Context: an optimization exercise on an open-source flow, tuned for small area, a short achievable clock period and few clock cycles per item. The choices shown serve that exercise and are no tape-out recipe. At most, simulation tests tie the RTL to the original design; equivalence was not proved. The RTL of runs 2 and 3 was laid out without a check of its function. Power figures rest on the tool's default switching activity, not on a simulated workload.

==> flow/design.v, too long to show whole: its modules and the start of the top module <==
// module nio61_proc: 1460 lines
// module nio61_x2: 7 lines
// module nio61_crc: 300 lines
module nio61_proc (
    input  wire        clk,
    input  wire        rst,
    input  wire        in_valid,
    output wire        in_ready,
    input  wire [7:0]  in_len,
    input  wire [95:0] in_frame,
    output wire        out_valid,
    input  wire        out_ready,
    output wire        out_err,
    output wire [31:0] out_data
);
  // ...
==> flow/flow/run.sh <==
#!/bin/bash
# Layout: the standard flow (standard.sh) with two changes:
#  - synthesis maps the XOR gate module of the checksum network with ABC's
#    speed script (synth_x2.tcl); all else as in the standard synthesis;
#  - the port buffers are sky130_fd_sc_hd__buf_2 cells.
set -euo pipefail
W=$PWD
bash standard.sh SYNTH_SCRIPT=$W/flow/synth_x2.tcl \
  "BUFFER_PORTS_ARGS=-buffer_cell sky130_fd_sc_hd__buf_2" finish > $W/flow.log 2>&1
==> flow/flow/synth_x2.tcl <==
# The standard synthesis (synth_recipe.tcl) with one change: the one-gate
# module nio61_x2 (an XOR), of which the checksum network is built, is mapped
# with ABC's speed script, which maps it to an XOR cell; every other module
# is mapped with the script the flow settings select, exactly as in the
# standard synthesis.  Registers are untouched.
proc synth {args} { yosys synth -nofsm -noshare {*}$args }
proc abc {args} {
  set i [lsearch -exact $args -script]
  set speed [lreplace $args [expr {$i + 1}] [expr {$i + 1}] $::env(SCRIPTS_DIR)/abc_speed.script]
  yosys abc {*}$args nio61_proc nio61_crc
  yosys abc {*}$speed nio61_x2
}
source $::env(SCRIPTS_DIR)/synth.tcl
# left out here: clear keep_hierarchy, flatten, clean up, hide names made inside functions, write 1_2_yosys.v
==> flow/standard.sh <==
#!/bin/bash
# synth_recipe.tcl (not shown) runs the flow's synth.tcl, then flattens the netlist and writes it again
# the make line also repeats each setting of config.mk as NAME=value (left out here)
make -C /OpenROAD-flow-scripts/flow DESIGN_CONFIG=/design/flow/config.mk WORK_HOME=/design/flow/orfs CLKGATE_MAP_FILE= SYNTH_SCRIPT=/design/flow/synth_recipe.tcl "${@:-finish}"
==> flow/config.mk <==
export PLATFORM = sky130hd
export DESIGN_NAME = nio61_proc
export DESIGN_NICKNAME = nio61_proc
export VERILOG_FILES = /design/flow/design.v
export SDC_FILE = /design/flow/constraint.sdc
export NUM_CORES = 4
export LEC_CHECK = 0
export ABC_AREA = 1
export ABC_CLOCK_PERIOD_IN_PS = 3700
export CAP_MARGIN = 20
export CORE_MARGIN = 2
export CORE_UTILIZATION = 40
export CTS_BUF_LIST = sky130_fd_sc_hd__clkbuf_4 sky130_fd_sc_hd__clkbuf_8
export PLACE_DENSITY = 0.6
export SETUP_SLACK_MARGIN = 2.6
export SLEW_MARGIN = 20
export SYNTH_HIERARCHICAL = 1
export SYNTH_MINIMUM_KEEP_SIZE = 0
==> flow/constraint.sdc <==
create_clock -name core_clock -period 6.0 [get_ports {clk}]
set_input_delay 1.2000 -clock core_clock [delete_from_list [all_inputs] [get_ports {clk}]]
set_output_delay 1.2000 -clock core_clock [all_outputs]
set_load 0.01 [all_outputs]
==> results.json, run 1 <==
{
  "drt-pass1-iter-count": 5,
  "crit_path_end_kind": "flip-flop",
  "wl_met2_microns": 26710,
  "r2r_setup_slack_ns": 2.82,
  "vias": 17170,
  "clk_path_buf_depth": 3,
  "synth_compound_area_share_pct": 4.598,
  "viasPerCell": 4.858,
  "slew_viol_final": 0,
  "synthMuxAreaShare_pct": 0,
  "setup_viol": 0,
  "start_util_pct": 40.65,
  "yosysUniqueCellTypes": 58,
  "cp_cell_sequence": "clkbuf_4 -> nand2_1 -> xor2_1 -> a21oi_1 -> a21oi_1 -> maj3_1 -> a21oi_4 -> nor2_1 -> nor2_2 -> nor3_4 -> buf_4 -> nor2_4 -> buf_12 -> inv_1 -> o21bai_1 -> nand2_1",
  "clk_pin_slew_ns": 0.07,
  "drive_above_1_share_pct": 16.81,
  "place_area_sq_um": 23410,
  "cap_viol_max_count": 0,
  "core_area_sq_um": 54030,
  "path_class": "input port to flip-flop",
  "multi_input_area_share_pct": 41.98,
  "final_area_sq_um": 25340,
  "async_flop_share_pct": 0,
  "worstHoldPathCells": 0,
  "die_w_microns": 238.3,
  "grt_pass1_wl_microns": 84340,
  "ys_top_cells_by_area": "edfxtp_1 46%, xor2_1 15%, nand2_1 12%, inv_1 5.5%, nand3_1 4.7%",
  "status": "timing/DRC/antenna clean",
  "clockPowerShare_pct": 26.1,
  "hp-start": "p_q9[4]",
  "post_drt_wl_per_cell_microns": 15.12,
  "die_y_microns": 238.3,
  "inv_count": 348,
  "portBuffers": 136,
  "cts_hold_buf": 0,
  "critPathMaxFanout": 15,
  "finalCritPeriodShare_pct": 55.21,
  "required_ns": 6.36,
  "dr_wl_met3_microns": 1919,
  "powerDensity_nw_per_um2": 298.9,
  "maxUsedRoutingLayer": "met4",
  "syn_inst": 2553
}
Testbench counts, summed over its fixed seeds: cycles 16,064, items 16,000.
==> run 2, diff against run 1 <==
--- a/flow/design.v
+++ b/flow/design.v
@@ -338,32 +338,32 @@
     reg  [8:0] low9_q13;
     reg  sgn_q13;
     reg  cb_q13;
     reg  [3:0] dd_q13;
     reg  [3:0] rem_q13;
     reg  [2:0] vm_q13;
     reg  sat_q13;
     reg  [12:0] p_q13;
-    reg  v_q14;
-    reg  err_q14;
-    reg  [8:0] low9_q14;
-    reg  sgn_q14;
-    reg  cb_q14;
-    reg  [3:0] dd_q14;
-    reg  [2:0] rem_q14;
-    reg  [1:0] vm_q14;
-    reg  sat_q14;
-    reg  [13:0] p_q14;
-    wire v_q15;
-    wire err_q15;
-    wire [8:0] low9_q15;
-    wire sgn_q15;
-    wire cb_q15;
-    wire [14:0] p_q15;
+    wire v_q14;
+    wire err_q14;
+    wire [8:0] low9_q14;
+    wire sgn_q14;
+    wire cb_q14;
+    wire [3:0] dd_q14;
+    wire [2:0] rem_q14;
+    wire [1:0] vm_q14;
+    wire sat_q14;
+    wire [13:0] p_q14;
+    reg  v_q15;
+    reg  err_q15;
+    reg  [8:0] low9_q15;
+    reg  sgn_q15;
+    reg  cb_q15;
+    reg  [14:0] p_q15;
     wire g0_0_0 = !rem_q0[0] && vm_q0[0];  wire p0_0_0 = !rem_q0[0] || vm_q0[0];
     wire g0_1_0 = !rem_q0[1] && vm_q0[1];  wire p0_1_0 = !rem_q0[1] || vm_q0[1];
     wire g0_2_0 = !rem_q0[2] && vm_q0[2];  wire p0_2_0 = !rem_q0[2] || vm_q0[2];
     wire g0_3_0 = !rem_q0[3] && vm_q0[3];  wire p0_3_0 = !rem_q0[3] || vm_q0[3];
     wire g0_4_0 = !rem_q0[4] && vm_q0[4];  wire p0_4_0 = !rem_q0[4] || vm_q0[4];
     wire g0_5_0 = !rem_q0[5] && vm_q0[5];  wire p0_5_0 = !rem_q0[5] || vm_q0[5];
     wire g0_6_0 = !rem_q0[6] && vm_q0[6];  wire p0_6_0 = !rem_q0[6] || vm_q0[6];
     wire g0_7_0 = !rem_q0[7] && vm_q0[7];  wire p0_7_0 = !rem_q0[7] || vm_q0[7];
@@ -1318,41 +1318,45 @@
     assign low9_q12 = low9_c12;
     assign sgn_q12 = sgn_c12;
     assign cb_q12 = cb_c12;
     assign dd_q12 = dd_c12;
     assign rem_q12 = rem_c12;
     assign vm_q12 = vm_c12;
     assign sat_q12 = sat_c12;
     assign p_q12 = p_c12;
-    assign v_q15 = v_c15;
-    assign err_q15 = err_c15;
-    assign low9_q15 = low9_c15;
-    assign sgn_q15 = sgn_c15;
-    assign cb_q15 = cb_c15;
-    assign p_q15 = p_c15;
+    assign v_q14 = v_c14;
+    assign err_q14 = err_c14;
+    assign low9_q14 = low9_c14;
+    assign sgn_q14 = sgn_c14;
+    assign cb_q14 = cb_c14;
+    assign dd_q14 = dd_c14;
+    assign rem_q14 = rem_c14;
+    assign vm_q14 = vm_c14;
+    assign sat_q14 = sat_c14;
+    assign p_q14 = p_c14;
     always @(posedge clk) begin
         if (rst) begin
             v_q1 <= 1'b0;
             v_q3 <= 1'b0;
             v_q5 <= 1'b0;
             v_q7 <= 1'b0;
             v_q9 <= 1'b0;
             v_q11 <= 1'b0;
             v_q13 <= 1'b0;
-            v_q14 <= 1'b0;
+            v_q15 <= 1'b0;
         end else if (en) begin
             v_q1 <= v_c1;
             v_q3 <= v_c3;
             v_q5 <= v_c5;
             v_q7 <= v_c7;
             v_q9 <= v_c9;
             v_q11 <= v_c11;
             v_q13 <= v_c13;
-            v_q14 <= v_c14;
+            v_q15 <= v_c15;
         end
     end
     always @(posedge clk) begin
         if (en && v_c1) begin
             err_q1 <= err_c1;
             low9_q1 <= low9_c1;
             sgn_q1 <= sgn_c1;
             cb_q1 <= cb_c1;
@@ -1436,26 +1440,22 @@
             dd_q13 <= dd_c13;
             rem_q13 <= rem_c13;
             vm_q13 <= vm_c13;
             sat_q13 <= sat_c13;
             p_q13 <= p_c13;
         end
     end
     always @(posedge clk) begin
-        if (en && v_c14) begin
-            err_q14 <= err_c14;
-            low9_q14 <= low9_c14;
-            sgn_q14 <= sgn_c14;
-            cb_q14 <= cb_c14;
-            dd_q14 <= dd_c14;
-            rem_q14 <= rem_c14;
-            vm_q14 <= vm_c14;
-            sat_q14 <= sat_c14;
-            p_q14 <= p_c14;
+        if (en && v_c15) begin
+            err_q15 <= err_c15;
+            low9_q15 <= low9_c15;
+            sgn_q15 <= sgn_c15;
+            cb_q15 <= cb_c15;
+            p_q15 <= p_c15;
         end
     end
     assign out_valid = v_q15;
     assign out_err   = err_q15 || cb_q15;
     assign out_data  = {!out_err, 2'b00, sgn_q15 && !cb_q15, p_q15 & {15{!cb_q15}}, 4'd0,
                         cb_q15 ? 9'd3 : low9_q15};
 endmodule
 module nio61_x2 (
==> results.json, run 2 <==
{
  "placed_cells": 3350,
  "hpwl_microns": 41070,
  "setup_viol": 0,
  "dr_wl_met3_microns": 2179,
  "ir_worst_vdd_v": 0.0001369,
  "grt.total_usage_pct": 18.66,
  "regMostFlops": "rem_q1",
  "num_rows": 85,
  "grt_pass1_wl_microns": 83830,
  "die_y_microns": 236.0,
  "area_delta_synth_final_pct": 15.39,
  "power_leakage_nw": 11.47,
  "clk_latency_ns": 0.65,
  "timing.rr.start": "rem_q1[10]",
  "cts_root_buf": "clkbuf_8",
  "num_antenna_cells": 0,
  "required_ns": 6.38,
  "cp_top_family": "simple AND/OR/NAND/NOR gates",
  "antenna_found_initial": 0,
  "path_class": "input port to flip-flop",
  "rsz0062_at_grt": "true",
  "cp.arrival_ns": 3.65,
  "hp-start": "low9_q11[8]",
  "pin_count": 143,
  "yosysMostFrequentCell": "nand2_1",
  "drt_wl_total_microns": 52510,
  "crit_slowest_cell": "xor2_2",
  "largest_reg_flops": 16,
  "drc_errors": 0,
  "gp_congestion": 0.9070,
  "numCtsBuffers": 57,
  "clock_sink_count": 335,
  "viasPerCell": 4.851,
  "nets": 2866,
  "wl_met2_microns": 25530,
  "timing.rr.end": "rem_q3[8]",
  "layout_common_cells": "669 x nand2_1, 363 x xor2_1, 327 x edfxtp_1",
  "clk_path_buf_depth": 3,
  "grt_max_degree": 49,
  "utilization_pct": 46.43,
  "yosys_warnings": 7,
  "avgSynthCellArea_sq_um": 8.520,
  "syn_inst": 2526,
  "critical_path_buf_inv_count": 4,
  "r2r_setup_slack_ns": 2.80,
  "drt_iter0_drc": 1025,
  "async_flop_share_pct": 0,
  "drive_above_1_share_pct": 15.58,
  "clk_pin_slew_ns": 0.06,
  "die_w_microns": 236.0,
  "crit_path_end_kind": "flip-flop",
  "synthesis.area_sq_um": 21520,
  "timing.hold.ws_ns": 0.3971,
  "status": "timing/DRC/antenna clean",
  "cp.depth": 18,
  "setup-tns-final_ns": 0,
  "cpPeakStageDelay_ns": 0.25,
  "cts_hold_buf": 0,
  "min_to": "low9_q13[8]",
  "core_area_sq_um": 53500,
  "powerDensity_nw_per_um2": 303.1,
  "drt-pass1-iter-count": 5,
  "worstHoldPathCells": 0,
  "maxUsedRoutingLayer": "met4",
  "critPathMaxFanout": 8,
  "portBuffers": 136,
  "ys_top_cells_by_area": "edfxtp_1 46%, xor2_1 16%, nand2_1 12%, inv_1 5.6%, nand3_1 5.0%",
  "crit_path_start_kind": "input port",
  "synth_largest_area_cell": "edfxtp_1",
  "synth_enable_flop_cells": 327,
  "cts_tree": "done",
  "wl_met1_microns": 23040,
  "yosys-top-cells-count": "676 x nand2_1, 381 x xor2_1, 327 x edfxtp_1",
  "finalCritPeriodShare_pct": 54.61,
  "slew_viol_final": 0,
  "start_util_pct": 40.23,
  "vias": 16980,
  "reg.largest.list": "rem_q1 (16), p_q15 (15), vm_q1 (15)",
  "stdcell_count": 3500,
  "period_minus_slack_ns": 3.276,
  "htreeDepth": 2,
  "ys_seq_area_share_pct": 46.37,
  "post_drt_wl_per_cell_microns": 15.00,
  "cp_cell_sequence": "buf_2 -> nor2_1 -> nand2_1 -> nor2_2 -> nand3_2 -> nor2_4 -> inv_1 -> o21ai_2 -> xor2_2 -> inv_1 -> nand2_1 -> nand2_1 -> nor2_1 -> nand3_1 -> nand3_4 -> clkinv_4 -> nand2_1 -> xor2_1",
  "fmax_ghz": 0.3052,
  "hp-class": "flip-flop to flip-flop",
  "yosysUniqueCellTypes": 50,
  "final_common_cell": "nand2_1",
  "synth_top_area_share_pct": 45.63,
  "finalHoldViolCount": 0,
  "cp_common_cell": "nand2_1",
  "final_area_sq_um": 24840,
  "antenna_left": 0,
  "skew_ns": 0.03396,
  "grt_pass1_vias": 16560,
  "grt-ovfl-total": 0,
  "relSlewSlack_pct": 42.40,
  "ys_ff_latch": 335,
  "reg2reg_depth": 21,
  "place_area_sq_um": 23000,
  "worst_pin_slew_ns": 0.8641,
  "dieArea_sq_um": 55680,
  "synth_ff_type": "edfxtp_1",
  "cap_viol_max_count": 0
}
run 2: power breakdown:
group / switching [mW] / internal, mW / total [mW]
sequential: 0.0679 / 2.71 / 2.78
combinational: 1.70 / 0.978 / 2.68
clock: 0.926 / 1.14 / 2.07
total: 2.70 / 4.83 / 7.53
run 2: how the worst max path moves through the flow:
stage,startpoint,end,slack [ns]
floorplan,in_frame[41],rem_q1[8],2.60
global route,in_frame[41],rem_q1[12],2.56
global placement,in_frame[38],cb_q1,1.72
detailed placement,in_frame[38],cb_q1,1.81
CTS,vm_q3[3],rem_q5[9],2.61
finish,in_frame[41],rem_q1[2],2.72
run 2: timing repair:
action / 4_1_cts / 5_1_grt
resized for setup: 8 / 53
pin swaps: 4 / 14
gates cloned: 1 / 2
buffers inserted: 5 / 37
setup endpoints to repair: 31 / 68
run 2: kinds of logic (layout without fill, tap and decap cells):
group                    after synthesis  after routing  synth area share [%]
XOR/XNOR                             403            403                 16.40
other                                  1              6               0.01742
adder cells (fa/ha/maj)                2              2               0.09302
AO/OA/AOI/OAI                        162            163                 4.471
AND/OR/NAND/NOR                     1257           1258                 25.84
buffers and inverters                366            637                 6.814
flip-flops                           335            335                 46.37
run 2: cell type report:
| class | count | area [sq um] |
|---|---|---|
| clock inverters | 24 | 192.7 |
| inverters | 345 | 1314 |
| clock buffers | 81 | 970.9 |
| multi-input cells | 1832 | 10400 |
| flip-flops and latches | 335 | 9980 |
| fillers | 5162 | 28660 |
| repair inverters | 1 | 8.758 |
| repair buffers | 186 | 1104 |
| well taps | 696 | 870.8 |
run 2: Yosys stat by module (local to each module, per instance):
module / cells inside / cell area, sq um / times used / flip-flops and latches
nio61_proc: 2216 / 18890 / 1 / 335
nio61_x2: 1 / 8.758 / 292 / 0
nio61_crc: 18 / 72.57 / 1 / 0
run 2: metal layers:
metal | vias up | global-route usage (%)
met1 | 7833 | 22.89
met3 | 97 | 2.867
met4 | 0 | 7.392
met5 | - | 0
li1 | 8684 | -
met2 | 363 | 32.83
run 2: stage by stage:
| step | worst slack [ns] | total power, mW |
|---|---|---|
| 2_1_floorplan | 2.603 | 4.801 |
| 3_3_place_gp | 1.719 | 5.313 |
| 3_5_place_dp | 1.808 | 5.339 |
| 4_1_cts | 2.606 | 7.478 |
| 5_1_grt | 2.563 | 8.042 |
| 6_report | 2.724 | 7.529 |
==> run 3, diff against run 2 <==
--- a/flow/config.mk
+++ b/flow/config.mk
@@ -11,5 +11,5 @@
 export CORE_MARGIN = 2
 export CORE_UTILIZATION = 40
-export CTS_BUF_LIST = sky130_fd_sc_hd__clkbuf_4 sky130_fd_sc_hd__clkbuf_8
+export CTS_BUF_LIST = sky130_fd_sc_hd__clkbuf_4
 export PLACE_DENSITY = 0.6
 export SETUP_SLACK_MARGIN = 2.6
==> results.json, run 3 <==
{
  "status": "timing/DRC/antenna clean",
  "ys_seq_area_share_pct": 46.37,
  "cp.arrival_ns": 3.85,
  "num-fill-cells": 5210,
  "grt_pass1_vias": 16910,
  "critPathMaxFanout": 5,
  "avgSynthCellArea_sq_um": 8.520,
  "grt.total_usage_pct": 18.88,
  "hp-class": "flip-flop to flip-flop",
  "cap_viol_max_count": 0,
  "fmax_ghz": 0.3041,
  "reg.largest.list": "rem_q1 (16), p_q15 (15), vm_q1 (15)",
  "largest_reg_flops": 16,
  "r2r_setup_slack_ns": 2.80,
  "ys_ff_latch": 335,
  "num_rows": 85,
  "gp_congestion": 0.9070,
  "path_class": "input port to flip-flop",
  "cts_root_buf": "clkbuf_4",
  "vias": 17220,
  "synth_largest_area_cell": "edfxtp_1",
  "drive_above_1_share_pct": 16.77,
  "htreeDepth": 3,
  "antenna_left": 0,
  "crit_path_end": "cb_q1",
  "viasPerCell": 4.841,
  "ir_worst_vdd_v": 0.0001189,
  "ff_latch_area_sq_um": 9980,
  "power_leakage_nw": 11.53,
  "multi_input_area_sq_um": 10240,
  "drt_wl_total_microns": 52220,
  "grt_pass1_wl_microns": 84470,
  "crit_path_end_kind": "flip-flop",
  "pin_count": 143,
  "setup-tns-final_ns": 0,
  "synth_enable_flop_cells": 327,
  "die_y_microns": 236.0,
  "syn_inst": 2526,
  "hpwl_microns": 41070,
  "grt-ovfl-total": 0,
  "start_util_pct": 40.23,
  "antenna_found_initial": 3,
  "portBuffers": 136,
  "clk_latency_ns": 0.81,
  "utilization_pct": 46.20,
  "relSlewSlack_pct": 42.97,
  "synth_ff_type": "edfxtp_1",
  "grt_max_degree": 49,
  "regMostFlops": "rem_q1",
  "required_ns": 6.56,
  "drt_iter0_drc": 925,
  "final_common_cell": "nand2_1",
  "nets": 2902,
  "crit_path_start_kind": "input port",
  "period_minus_slack_ns": 3.288,
  "die_w_microns": 236.0,
  "synth_top_area_share_pct": 45.63,
  "yosys_warnings": 7,
  "crit_start": "in_frame[44]",
  "worst_pin_slew_ns": 0.8554,
  "cts_tree": "done",
  "async_flop_share_pct": 0,
  "area_delta_synth_final_pct": 14.83,
  "slew_viol_final": 0,
  "ys_top_cells_by_area": "edfxtp_1 46%, xor2_1 16%, nand2_1 12%, inv_1 5.6%, nand3_1 5.0%",
  "yosysUniqueCellTypes": 50,
  "synthesis.area_sq_um": 21520,
  "drc_errors": 0,
  "yosysMostFrequentCell": "nand2_1",
  "layout_common_cells": "669 x nand2_1, 377 x xor2_1, 327 x edfxtp_1",
  "yosys-top-cells-count": "676 x nand2_1, 381 x xor2_1, 327 x edfxtp_1",
  "post_drt_wl_per_cell_microns": 14.68,
  "clk_path_buf_depth": 3,
  "numCtsBuffers": 91,
  "finalHoldViolCount": 0,
  "core_area_sq_um": 53500,
  "skew_ns": 0.03653,
  "reg2reg_depth": 23,
  "clk_pin_slew_ns": 0.07,
  "dieArea_sq_um": 55680,
  "timing.rr.start": "rem_q1[8]",
  "powerDensity_nw_per_um2": 303.1,
  "finalCritPeriodShare_pct": 54.81,
  "drt-pass1-iter-count": 5,
  "setup_viol": 0,
  "rsz0062_at_grt": "false",
  "timing.rr.end": "rem_q3[8]",
  "clock_sink_count": 335
}
-- run 3: cell counts after synthesis --
No cell type changed its count.
-- run 3: cell type report --
type,instances,area share (%)
Tap cell,696,3.524
Clock inverter,25,0.8252
Clock buffer,131,3.979
Sequential cell,335,40.38
Multi-Input combinational cell,1831,41.43
Antenna cell,4,0.04050
Timing Repair Buffer,190,4.526
Inverter,345,5.296
-- run 3: repair_timing --
action | 4_1_cts | 5_1_grt
gates resized for setup | 7 | 27
pin swaps | 4 | 7
hold buffers | 0 | 0
setup buffers | 7 | 39
setup endpoints to repair | 33 | 56
gates cloned | 1 | 0
-- run 3: Yosys stat by module (local to each module, per instance) --
| module | cells inside | flip-flops and latches | times used |
|---|---|---|---|
| nio61_crc | 18 | 0 | 1 |
| nio61_proc | 2216 | 335 | 1 |
| nio61_x2 | 1 | 0 | 292 |
-- run 3: cell families (layout without fill, tap and decap cells) --
family / after synthesis / in the layout / share of synthesized area, %
AO/OA/AOI/OAI: 162 / 163 / 4.471
XOR/XNOR: 403 / 403 / 16.40
adder cells (fa/ha/maj): 2 / 2 / 0.09302
buffers and inverters: 366 / 691 / 6.814
flip-flops: 335 / 335 / 46.37
other: 1 / 10 / 0.01742
AND/OR/NAND/NOR: 1257 / 1257 / 25.84
-- run 3: how the worst min path moves through the flow --
stage                startpoint     endpoint  slack (ns)  cells after the start
floorplan                 cb_q9       cb_q11        0.40                      0
global placement     low9_q1[6]   low9_q3[6]        0.40                      0
detailed placement        cb_q1        cb_q3        0.40                      0
CTS                 low9_q11[5]  low9_q13[5]        0.41                      0
global route         low9_q3[3]   low9_q5[3]        0.41                      0
finish               low9_q3[1]   low9_q5[1]        0.40                      0
-- run 3: metrics by stage --
stage	power (mW)	worst slack [ns]	std cells	instance area [sq um]	hold slack, ns
global route	8.044	2.574	3556	24710	0.4128
detailed placement	5.339	1.808	3350	23000	0.4045
global placement	5.313	1.719	3350	23000	0.4006
CTS	7.482	2.631	3514	24290	0.4086
finish	7.490	2.712	3557	24710	0.4040
floorplan	4.801	2.603	2531	21560	0.4003
-- run 3: power breakdown --
group / total (mW) / leakage [nW] / switching (mW) / internal, mW
Clock: 2.07 / 0.712 / 0.931 / 1.14
Combinational: 2.65 / 7.73 / 1.68 / 0.969
Sequential: 2.78 / 3.08 / 0.0665 / 2.71
-- run 3: worst max-delay path: stages --
cell     delay [ns]
buf_2          0.17
xor2_1         0.56
xor2_1         0.40
xor2_1         0.29
xor2_1         0.28
xor2_1         0.20
xor2_1         0.18
xor2_1         0.21
nand4_1        0.12
nor2_1         0.10
nand2_1        0.05
inv_1          0.04
nor2_1         0.04
-- run 3: layer usage --
metal	vias to the layer above	GRT usage, %	routed length, microns
li1	8820	-	-
met1	7909	22.59	22650
met2	399	33.05	25540
met3	93	3.534	2398
met4	0	8.261	1629
met5	-	0	0

[separate check: timing with driven ports]
The results above use ideal ports. As a check the final layouts listed here were re-extracted and re-timed, cells and wires unchanged. Step 1 assumes that a clkbuf_16 drives the clock port and a buf_2 every other input. Step 2 times the ports against the registers' clock, not the clock port: input delays grow and output delays shrink by t, the midpoint of the rising clock arrivals with the driver on. a / b / c = no drivers / after step 1 / after step 2; a / b = the first two.
run	t (ns)	slack for setup (ns)	worst data-port slew with drivers (ns)
run 1	0.671	2.687 / 2.716 / 2.045	0.03
run 2	0.690	2.724 / 2.759 / 2.069	0.03
run 3	0.843	2.712 / 2.742 / 1.899	0.03
After both steps every run listed still meets setup and hold. The setup slack of run 3, which loses most, moves by +0.030 ns with the drivers and by -0.813 ns with both steps.
